What follows belongs to an exercise in optimizing a design on an open flow for small area, a short achievable clock period and few clock cycles; a production flow would make more cautious choices. The RTL was checked by simulation tests, not by an equivalence proof against the original design.

File: design/flow/run.sh
#!/bin/bash
# synth_recipe.tcl (not shown) runs the flow's synth.tcl, then flattens the netlist and writes it again
# the make line also repeats each setting of config.mk as NAME=value (left out here)
make -C /OpenROAD-flow-scripts/flow DESIGN_CONFIG=/design/flow/config.mk WORK_HOME=/design/flow/orfs CLKGATE_MAP_FILE= SYNTH_SCRIPT=/design/flow/synth_recipe.tcl finish
File: design/flow/config.mk
export PLATFORM = sky130hd
export DESIGN_NAME = psram_alu
export DESIGN_NICKNAME = psram_alu
export VERILOG_FILES = /design/flow/design.v
export SDC_FILE = /design/flow/constraint.sdc
export NUM_CORES = 4
export LEC_CHECK = 0
export CAP_MARGIN = 20
export CORE_MARGIN = 2
export CORE_UTILIZATION = 25
export PLACE_DENSITY = 0.35
export SLEW_MARGIN = 20
File: design/flow/constraint.sdc
create_clock -name core_clock -period 20.0 [get_ports {clk}]
set_input_delay 4.0000 -clock core_clock [delete_from_list [all_inputs] [get_ports {clk}]]
set_output_delay 4.0000 -clock core_clock [all_outputs]
set_load 0.01 [all_outputs]
File: design/flow/design.v
module psram_rnd_shr #(
  parameter IW = 64,
  parameter SW = 7
) (
  input  [IW-1:0] v,
  input  [SW-1:0] s,
  input           rnd,
  output [IW-1:0] q
);
  localparam EW = 2*IW + 2;
  wire [SW:0]   s_big = s;
  wire [7:0]    sc    = (s_big > IW + 1) ? (IW + 1) : s_big;
  wire [EW-1:0] ext     = {{(IW+2){v[IW-1]}}, v};
  wire [EW-1:0] shifted = $signed(ext) >>> sc;
  wire [IW-1:0] floor_q = shifted[IW-1:0];
  wire          rbit   = (sc == 0) ? 1'b0 : ext[sc - 8'd1];
  wire [EW-1:0] lowmsk = ~({EW{1'b1}} << ((sc == 0) ? 8'd0 : (sc - 8'd1)));
  wire          sticky = |(ext & lowmsk);
  wire          inc = rnd ? (rbit & (sticky | floor_q[0])) : rbit;
  assign q = floor_q + {{(IW-1){1'b0}}, inc};
endmodule
module psram_sat_w #(
  parameter XW = 65
) (
  input  [XW-1:0] x,
  input  [1:0]    wsel,
  output [63:0]   y
);
  wire sgn = x[XW-1];
  wire ok8  = (&x[XW-1:7])  | ~(|x[XW-1:7]);
  wire ok16 = (&x[XW-1:15]) | ~(|x[XW-1:15]);
  wire ok32 = (&x[XW-1:31]) | ~(|x[XW-1:31]);
  wire [63:0] y8  = ok8  ? {{56{x[7]}},  x[7:0]}  : (sgn ? 64'hFFFF_FFFF_FFFF_FF80 : 64'h0000_0000_0000_007F);
  wire [63:0] y16 = ok16 ? {{48{x[15]}}, x[15:0]} : (sgn ? 64'hFFFF_FFFF_FFFF_8000 : 64'h0000_0000_0000_7FFF);
  wire [63:0] y32 = ok32 ? {{32{x[31]}}, x[31:0]} : (sgn ? 64'hFFFF_FFFF_8000_0000 : 64'h0000_0000_7FFF_FFFF);
  assign y = (wsel == 2'd0) ? y8 : (wsel == 2'd1) ? y16 : y32;
endmodule
module psram_alu (
  input             clk,
  input             rst,
  input             in_valid,
  output            in_ready,
  input      [31:0] in_cmd,
  input      [63:0] in_a,
  input      [63:0] in_b,
  input      [63:0] in_c,
  input             in_rnd,
  output reg        out_valid,
  output reg [63:0] out_result,
  output reg        out_illegal
);
  localparam OP_SAT     = 8'h01;
  localparam OP_SADD    = 8'h02;
  localparam OP_SSUB    = 8'h03;
  localparam OP_SMUL    = 8'h04;
  localparam OP_SSHL    = 8'h05;
  localparam OP_SSHR    = 8'h06;
  localparam OP_REQUANT = 8'h07;
  assign in_ready = 1'b1;
  wire [7:0] op   = in_cmd[31:24];
  wire [1:0] wsel = in_cmd[7:6];
  wire [5:0] imm  = in_cmd[5:0];
  reg legal;
  always @(*) begin
    case (op)
      OP_SAT:     legal = (in_cmd & 32'hFF00FFC0) == 32'h01000000;
      OP_SADD:    legal = ((in_cmd & 32'hFF000F3F) == 32'h02000000) && (wsel != 2'd3);
      OP_SSUB:    legal = ((in_cmd & 32'hFF000F3F) == 32'h03000000) && (wsel != 2'd3);
      OP_SMUL:    legal = ((in_cmd & 32'hFF000F00) == 32'h04000000) && (wsel != 2'd3);
      OP_SSHL:    legal = ((in_cmd & 32'hFF000F3F) == 32'h05000000) && (wsel != 2'd3);
      OP_SSHR:    legal = ((in_cmd & 32'hFF000F3F) == 32'h06000000) && (wsel != 2'd3);
      OP_REQUANT: legal = ((in_cmd & 32'hFF00003F) == 32'h07000000) && (wsel != 2'd3);
      default:    legal = 1'b0;
    endcase
  end
  wire [63:0] a_w = (wsel == 2'd0) ? {{56{in_a[7]}},  in_a[7:0]}  :
                    (wsel == 2'd1) ? {{48{in_a[15]}}, in_a[15:0]} :
                                     {{32{in_a[31]}}, in_a[31:0]};
  wire [63:0] b_w = (wsel == 2'd0) ? {{56{in_b[7]}},  in_b[7:0]}  :
                    (wsel == 2'd1) ? {{48{in_b[15]}}, in_b[15:0]} :
                                     {{32{in_b[31]}}, in_b[31:0]};
  wire [63:0] sat_hi    = $signed(in_a) >>> imm;
  wire        sat_ok    = (&sat_hi) | ~(|sat_hi);
  wire [63:0] sat_lim   = {64{1'b1}} << imm;
  wire [63:0] res_sat   = sat_ok ? in_a : (in_a[63] ? sat_lim : ~sat_lim);
  wire [64:0] sum  = {a_w[63], a_w} + {b_w[63], b_w};
  wire [64:0] diff = {a_w[63], a_w} - {b_w[63], b_w};
  wire [63:0] res_add, res_sub;
  psram_sat_w #(.XW(65)) u_sat_add (.x(sum),  .wsel(wsel), .y(res_add));
  psram_sat_w #(.XW(65)) u_sat_sub (.x(diff), .wsel(wsel), .y(res_sub));
  wire signed [31:0] mul_a = a_w[31:0];
  wire signed [31:0] mul_b = b_w[31:0];
  wire signed [63:0] mul_p = mul_a * mul_b;
  wire [63:0] mul_r;
  wire [63:0] res_mul;
  psram_rnd_shr #(.IW(64), .SW(6)) u_shr_mul (.v(mul_p), .s(imm), .rnd(in_rnd), .q(mul_r));
  psram_sat_w #(.XW(64)) u_sat_mul (.x(mul_r), .wsel(wsel), .y(res_mul));
  wire        shl_big = (wsel == 2'd0) ? (|in_b[63:3]) :
                        (wsel == 2'd1) ? (|in_b[63:4]) :
                                         (|in_b[63:5]);
  wire [63:0] shl_v   = a_w << in_b[4:0];
  wire [63:0] shl_s;
  psram_sat_w #(.XW(64)) u_sat_shl (.x(shl_v), .wsel(wsel), .y(shl_s));
  wire [63:0] res_shl = (a_w == 64'd0) ? 64'd0 :
                        shl_big ? (a_w[63] ? ((wsel == 2'd0) ? 64'hFFFF_FFFF_FFFF_FF80 :
                                              (wsel == 2'd1) ? 64'hFFFF_FFFF_FFFF_8000 :
                                                               64'hFFFF_FFFF_8000_0000) :
                                             ((wsel == 2'd0) ? 64'h0000_0000_0000_007F :
                                              (wsel == 2'd1) ? 64'h0000_0000_0000_7FFF :
                                                               64'h0000_0000_7FFF_FFFF)) :
                        shl_s;
  wire [5:0]  shr_n = (|in_b[63:6]) ? 6'd63 : in_b[5:0];
  wire [31:0] shr_r;
  wire [63:0] res_shr;
  psram_rnd_shr #(.IW(32), .SW(6)) u_shr_shr (.v(a_w[31:0]), .s(shr_n), .rnd(in_rnd), .q(shr_r));
  psram_sat_w #(.XW(32)) u_sat_shr (.x(shr_r), .wsel(wsel), .y(res_shr));
  wire signed [63:0] rq_acc  = in_a;
  wire signed [31:0] rq_mult = in_b[31:0];
  wire signed [95:0] rq_p    = rq_acc * rq_mult;
  wire [6:0]  rq_n = (|in_c[63:7]) ? 7'd127 : in_c[6:0];
  wire [95:0] rq_r;
  wire [63:0] res_rq;
  psram_rnd_shr #(.IW(96), .SW(7)) u_shr_rq (.v(rq_p), .s(rq_n), .rnd(in_rnd), .q(rq_r));
  psram_sat_w #(.XW(96)) u_sat_rq (.x(rq_r), .wsel(wsel), .y(res_rq));
  reg [63:0] result;
  always @(*) begin
    case (op)
      OP_SAT:     result = res_sat;
      OP_SADD:    result = res_add;
      OP_SSUB:    result = res_sub;
      OP_SMUL:    result = res_mul;
      OP_SSHL:    result = res_shl;
      OP_SSHR:    result = res_shr;
      OP_REQUANT: result = res_rq;
      default:    result = 64'd0;
    endcase
    if (!legal) result = 64'd0;
  end
  always @(posedge clk) begin
    if (rst) begin
      out_valid <= 1'b0;
    end else begin
      out_valid <= in_valid;
    end
    if (in_valid) begin
      out_result  <= result;
      out_illegal <= ~legal;
    end
  end
endmodule
==> notes.md <==
registers in the layout, indices dropped and copies added (netlist names):
name         count
out_illegal      1
out_result      64
out_valid        1
per-layer routing:
| layer | up-vias | wire length (um) | track usage |
|---|---|---|---|
| li1 | 69000 | - | - |
| met1 | 84000 | 446000 | 0.435 |
| met2 | 6235 | 432000 | 0.477 |
| met3 | 1062 | 64000 | 0.0420 |
| met4 | 30 | 40100 | 0.100 |
| met5 | - | 203 | 0 |
layout by cell type (no fill, tap or decap), types with 166 or more instances in the layout:
| master | synthesis | final |
|---|---|---|
| a211oi_1 | 214 | 210 |
| a21oi_1 | 974 | 949 |
| a31oi_1 | 167 | 166 |
| and2_1 | 884 | 882 |
| buf_4 | 22 | 2618 |
| clkdlybuf4s50_1 | 0 | 182 |
| fa_1 | 3109 | 3108 |
| ha_1 | 482 | 481 |
| inv_1 | 2867 | 2854 |
| mux2i_1 | 229 | 229 |
| nand2_1 | 2797 | 2792 |
| nand3_1 | 359 | 359 |
| nand4_1 | 227 | 227 |
| nor2_1 | 1782 | 1762 |
| nor3_1 | 366 | 359 |
| nor4_1 | 182 | 179 |
| o211ai_1 | 208 | 208 |
| o21ai_0 | 744 | 728 |
| xnor2_1 | 280 | 275 |
stage by stage:
stage | cells | TNS, ns | hold WS [ns]
5_1_grt | 29900 | -0.0129 | 3.97
6_report | 30000 | 0 | 3.98
2_1_floorplan | 20000 | 0 | 4.07
3_3_place_gp | 29900 | -29.40 | 4.39
4_1_cts | 29900 | 0 | 3.95
3_5_place_dp | 29900 | -24.31 | 4.40
cell type report:
type	count	area, um^2
inverters	2905	10900
multi-input cells	15600	138000
fillers	68400	435000
well taps	8322	10400
clock inverters	3	68.8
flip-flops and latches	66	1970
repair buffers	3041	25200
diodes	47	118
clock buffers	13	270
path summary, 6_finish.rpt:
kind	slack, ns	to	from	depth (start not counted)
max	0.33	out_result[18]	in_a[29]	55
min	3.98	out_result[16]	in_valid	1
repair_timing:
action,4_1_cts,5_1_grt
pin swaps,0,3
setup endpoints to repair,31,31
buffers inserted,1,5
resized for setup,4,37
cell families after synthesis:
group           synth area share
buf+inv                    0.105
other cells            0.0000241
xor+xnor                  0.0219
compound gates             0.168
flops                     0.0126
fa+ha+maj                  0.438
simple gates               0.219
mux                       0.0344
==> results.sh <==
export IMPL_clockRootBuffer="clkbuf_16"
export IMPL_drc=0
export IMPL_synth_most_common_cell="fa_1"
export IMPL_die_area_um2=630000
export IMPL_grt_pass1_vias=164000
export IMPL_drtAntennaViolNets=0
export IMPL_min_period_ns=19.67
export IMPL_yosysSeqAreaShare=0.0126
export IMPL_worstPathArrival_ns=19.83
export IMPL_rsz0062_at_grt="yes"
export IMPL_holdCritPathClass="primary input to register"
export IMPL_cts_buffers=9
export IMPL_syn_area_um2=156000
export IMPL_yosys_top_cells_count="fa_1 (3109), inv_1 (2867), nand2_1 (2797), nor2_1 (1782), clkbuf_1 (1078)"
export IMPL_nNetsFinal=25400
export IMPL_setup_violations=0
export IMPL_status="complete, no violations"
export IMPL_fin_crit_sh=0.984
export IMPL_drv_cap=0
export IMPL_timing_slew_headroom=0.102
export IMPL_fmax_mhz=50.8
export IMPL_cpPeakStageDelay_ns=0.78
export IMPL_area_growth_pct=20.0
export IMPL_ios=295
export IMPL_tightestPinTransition_ns=1.34
export IMPL_fin_util=0.301
export IMPL_drtIter0Drc=16700
export IMPL_syn_nets=23800
export IMPL_start_util=0.250
export IMPL_cts_tree="yes"
export IMPL_ys_warn_count=1
export IMPL_timing_final_ws_setup_ns=0.329
export IMPL_wl_per_cell_um=32.8
export IMPL_setup_worst_path_end_class="register"
export IMPL_overflow=0
export IMPL_required_ns=20.16
export IMPL_crit_top_cell="buf_4"
export IMPL_drive_gt1_frac=0.159
export IMPL_cts_htree_levels=3
export IMPL_grt_max_degree=108
export IMPL_synth_avg_cell_area_um2=7.81
export IMPL_synth_flop_cell="edfxtp_1"
export IMPL_critPathTopFamily="adder cells"
export IMPL_async_flop_share=0
export IMPL_crit_path_top_delay_cell="a211oi_1"
export IMPL_viasPerCell=5.35
export IMPL_synth_seq_cells=66
export IMPL_portBuffers=285
export IMPL_stdcell_area_um2=187000
export IMPL_syn_inst=20000
export IMPL_synth_top_area_cell="fa_1"
export IMPL_vias=160000
export IMPL_globalplace_congestion=1.02
export IMPL_pre_cts_slack_ns=-1.01
export IMPL_grt_total_usage=0.306
export IMPL_wirelength_um=983000
export IMPL_dpl_cell_area_um2=186000
export IMPL_die_h_um=794
export IMPL_synthTopCellsByArea="fa_1 (40%), inv_1 (6.9%), nand2_1 (6.7%), nor2_1 (4.3%), ha_1 (3.9%)"
export IMPL_synth_edf_count=65
export IMPL_core_region_area_um2=623000
export IMPL_die_x_um=794
export IMPL_synth_top_area_share=0.399
export IMPL_first_pass_iters=7
export IMPL_clkTransAtPathRegs_ns=0.07
export IMPL_report_final_slew_viol_count=0
export IMPL_clockBufferDepth=2
export IMPL_rows=290
export IMPL_grt_first_pass_wirelength_um=1370000
export IMPL_cts_sinks=66
export IMPL_grt_antenna_before_repair=93
export IMPL_crit_type="primary input to register"
export IMPL_cp_start_kind="primary input"
export IMPL_holdBufCountCts=0
export IMPL_ys_types=142
export IMPL_cp_max_fo=13
export IMPL_hold_viol=0
export IMPL_post_dp_hpwl_um=832000
export IMPL_cp_buffers_inverters=16
Testbench counts, summed over its fixed seeds: cycles 24,008.

## re-timing with driven ports
No port has a modelled driver above. Below, the same layout with a new extraction and two added sets of constraints. Step 1 sets driving cells, clkbuf_16 on the clock port and buf_2 on the other inputs (assumed; they add their load-dependent delay and slew). Step 2, shift: input delay + t, output delay - t, t = (earliest + latest rising clock arrival at the registers) / 2. This alone moves slack from input paths to output paths. Three values: ideal ports, drivers, drivers and shift; two values: the first two.
t, ns: 0.507
slack for setup (ns): 0.329 / 0.094 / -0.413
latest minus earliest clock arrival (ns): 0.045 / 0.046
cell pins on the clock port's net: 1
With both steps, setup timing fails in this run, where it was met with ideal ports. The setup slack of this run moves by -0.235 ns with the drivers and by -0.742 ns with both steps.
